From an optimization exercise on the open Yosys and OpenROAD flow, aimed at small area; shortcuts taken in it are not production practice. In this exercise RTL edits were held to simulation tests only and were not proved equivalent to the original.

## birch
## oac_core
module oac_core (
    input  wire        clk,
    input  wire        rst,           
    output wire        mem_req,
    output wire        mem_we,
    output wire [6:0]  mem_addr,
    output wire [31:0] mem_wdata,
    input  wire        mem_ack,
    input  wire [31:0] mem_rdata,
    output wire        halted,
    output wire        faulted,
    output wire [1:0]  fault_kind,
    output wire [31:0] fault_value,
    output wire [31:0] pc_out,
    output wire [31:0] x0_out,
    output wire [31:0] x1_out,
    output wire [31:0] x2_out,
    output wire [31:0] x3_out,
    output wire [1:0]  flags_out,
    output wire [31:0] stk_top_out
);
    localparam [3:0] S_FETCH  = 4'd0,    
                     S_OP1    = 4'd1,    
                     S_OP2    = 4'd2,    
                     S_RETRD  = 4'd3,    
                     S_PASS   = 4'd4,    
                     S_WRITE  = 4'd5,    
                     S_CWRITE = 4'd6,    
                     S_FPM    = 4'd7,    
                     S_FPS    = 4'd8,    
                     S_FPC    = 4'd9,    
                     S_END    = 4'd10;
    localparam [4:0] E_OOB = 5'b00000, E_BADREG = 5'b00001, E_OVF = 5'b00010,
                     E_UNF = 5'b00011, E_FETCH = 5'b00100, E_CALLF = 5'b10100,
                     E_HALT = 5'b01000;
    reg [3:0]  st;
    reg [31:0] x0, x1, x2, x3, fv;
    reg [6:0]  pc;
    reg        pc7;             
    reg [6:0]  A;               
    reg [4:0]  sp;              
    reg [4:0]  ir;
    reg [1:0]  ra;              
    reg        fz, fn;
    reg        cy;
    reg        pend;            
    reg [4:0]  k;               
    wire [31:0] rd  = mem_rdata;
    wire        ack = mem_ack;
    wire z25    = ~|rd[31:7];
    wire rd_reg = z25 & ~|rd[6:2];
    wire rd_op  = z25 & ~|rd[6:5] & (rd[4:0] <= 5'd20);
    wire [7:0] inc8 = {1'b0, A} + 8'd1;
    wire [4:0] k_n = {k[3:0], k[4] ^ k[2] ^ ~|k[3:0]};
    wire k31    = (k == 5'd16);
    wire k0     = (k == 5'd0);
    wire is_rr   = (ir == 5'd9) | (ir == 5'd12) | (ir == 5'd13) | (ir == 5'd18);
    wire is_rm   = (ir == 5'd16) | (ir == 5'd17);
  ...
For scale: about 720 cells after synthesis, roughly 200 flip-flops, about 8500 um^2 of cells after synthesis.
clock: 10.0 ns
lec_check: 0
abc_area: 1
cap_margin: 20
core_margin: 2
core_utilization: 65
slew_margin: 20
standard.sh (not shown) runs the stock make flow with config.mk's settings and CLKGATE_MAP_FILE= SYNTH_SCRIPT=/design/flow/synth_recipe.tcl, a recipe that flattens the netlist after the stock synthesis.
==> flow/flow/run.sh <==
#!/bin/bash
set -euo pipefail
here=$(pwd)
{
  echo "proc abc {args} { set i [lsearch \$args -script]; if {\$i >= 0} { lset args [expr {\$i+1}] $here/flow/area.abc }; yosys abc {*}\$args }"
  cat synth_recipe.tcl
} > flow/area_synth.tcl
export BUFFER_PORTS_ARGS="-buffer_cell sky130_fd_sc_hd__buf_1"
export CTS_ARGS="-sink_clustering_enable -repair_clock_nets -buf_list {sky130_fd_sc_hd__clkbuf_8} -sink_clustering_size 12 -dont_use_dummy_load"
bash standard.sh SYNTH_SCRIPT=$here/flow/area_synth.tcl finish > standard.log 2>&1
==> flow/flow/area.abc <==
strash
&get -n
&deepsyn -T 30
&put
dch -f
amap -m
topo
birch did not stop at any stage, and its layout met the timing, DRC and antenna checks.
For oak, these inputs were changed with respect to birch:
==> flow/flow/area_synth.tcl (new file) <==
proc abc {args} { set i [lsearch $args -script]; if {$i >= 0} { lset args [expr {$i+1}] /design/flow/flow/area.abc }; yosys abc {*}$args }
proc synth {args} { yosys synth -nofsm -noshare {*}$args }
source $::env(SCRIPTS_DIR)/synth.tcl
# left out here: clear keep_hierarchy, flatten, clean up, hide names made inside functions, write 1_2_yosys.v
### Flow results
Between birch and oak, the difference in synthesized cell count is negligible.
From oak to birch, fraction of met3 tracks used by global routing did not move at all.
Taking birch as the reference, in oak detailed-route wire length closely matched the old numbers; synthesized-area fraction occupied by ao, oa, aoi and oai cells closely matched the old numbers; clock buffer count from CTS closely matched the old numbers; count of vias placed by the detailed router closely matched the old numbers.
Re placed instance area: no difference whatsoever between oak and birch.
Design area came out exactly the same in birch and oak.
From birch to oak, antenna violation net count after detailed routing did not move at all.
Re clock buffer count in the final layout: no difference whatsoever between oak and birch.
Re setup slack: no difference whatsoever between oak and birch.

separate check: timing with driven ports:
How much do the figures lean on ideal ports? The routed layouts below were timed once more, with nothing changed but the port constraints.
Step 1: set_driving_cell puts a clkbuf_16 on clk and a buf_2 on each other input, an assumption about the parent block.
Step 2 moves the port delays by t, midway between the first and last clock arrival at a register: inputs arrive t later, outputs are due t later. That takes back most of the time a late clock gives input paths.
Slacks: ideal / step 1 / step 2; pairs: ideal / step 1.
run	shift t [ns]	slack for setup (ns)	worst register clock-pin slew, ns	worst slew at a driven data input, ns
birch	0.487	4.270 / 4.235 / 4.160	0.11 / 0.11	0.04
oak	0.487	4.270 / 4.235 / 4.160	0.11 / 0.11	0.04
After both steps every run listed still meets setup and hold.
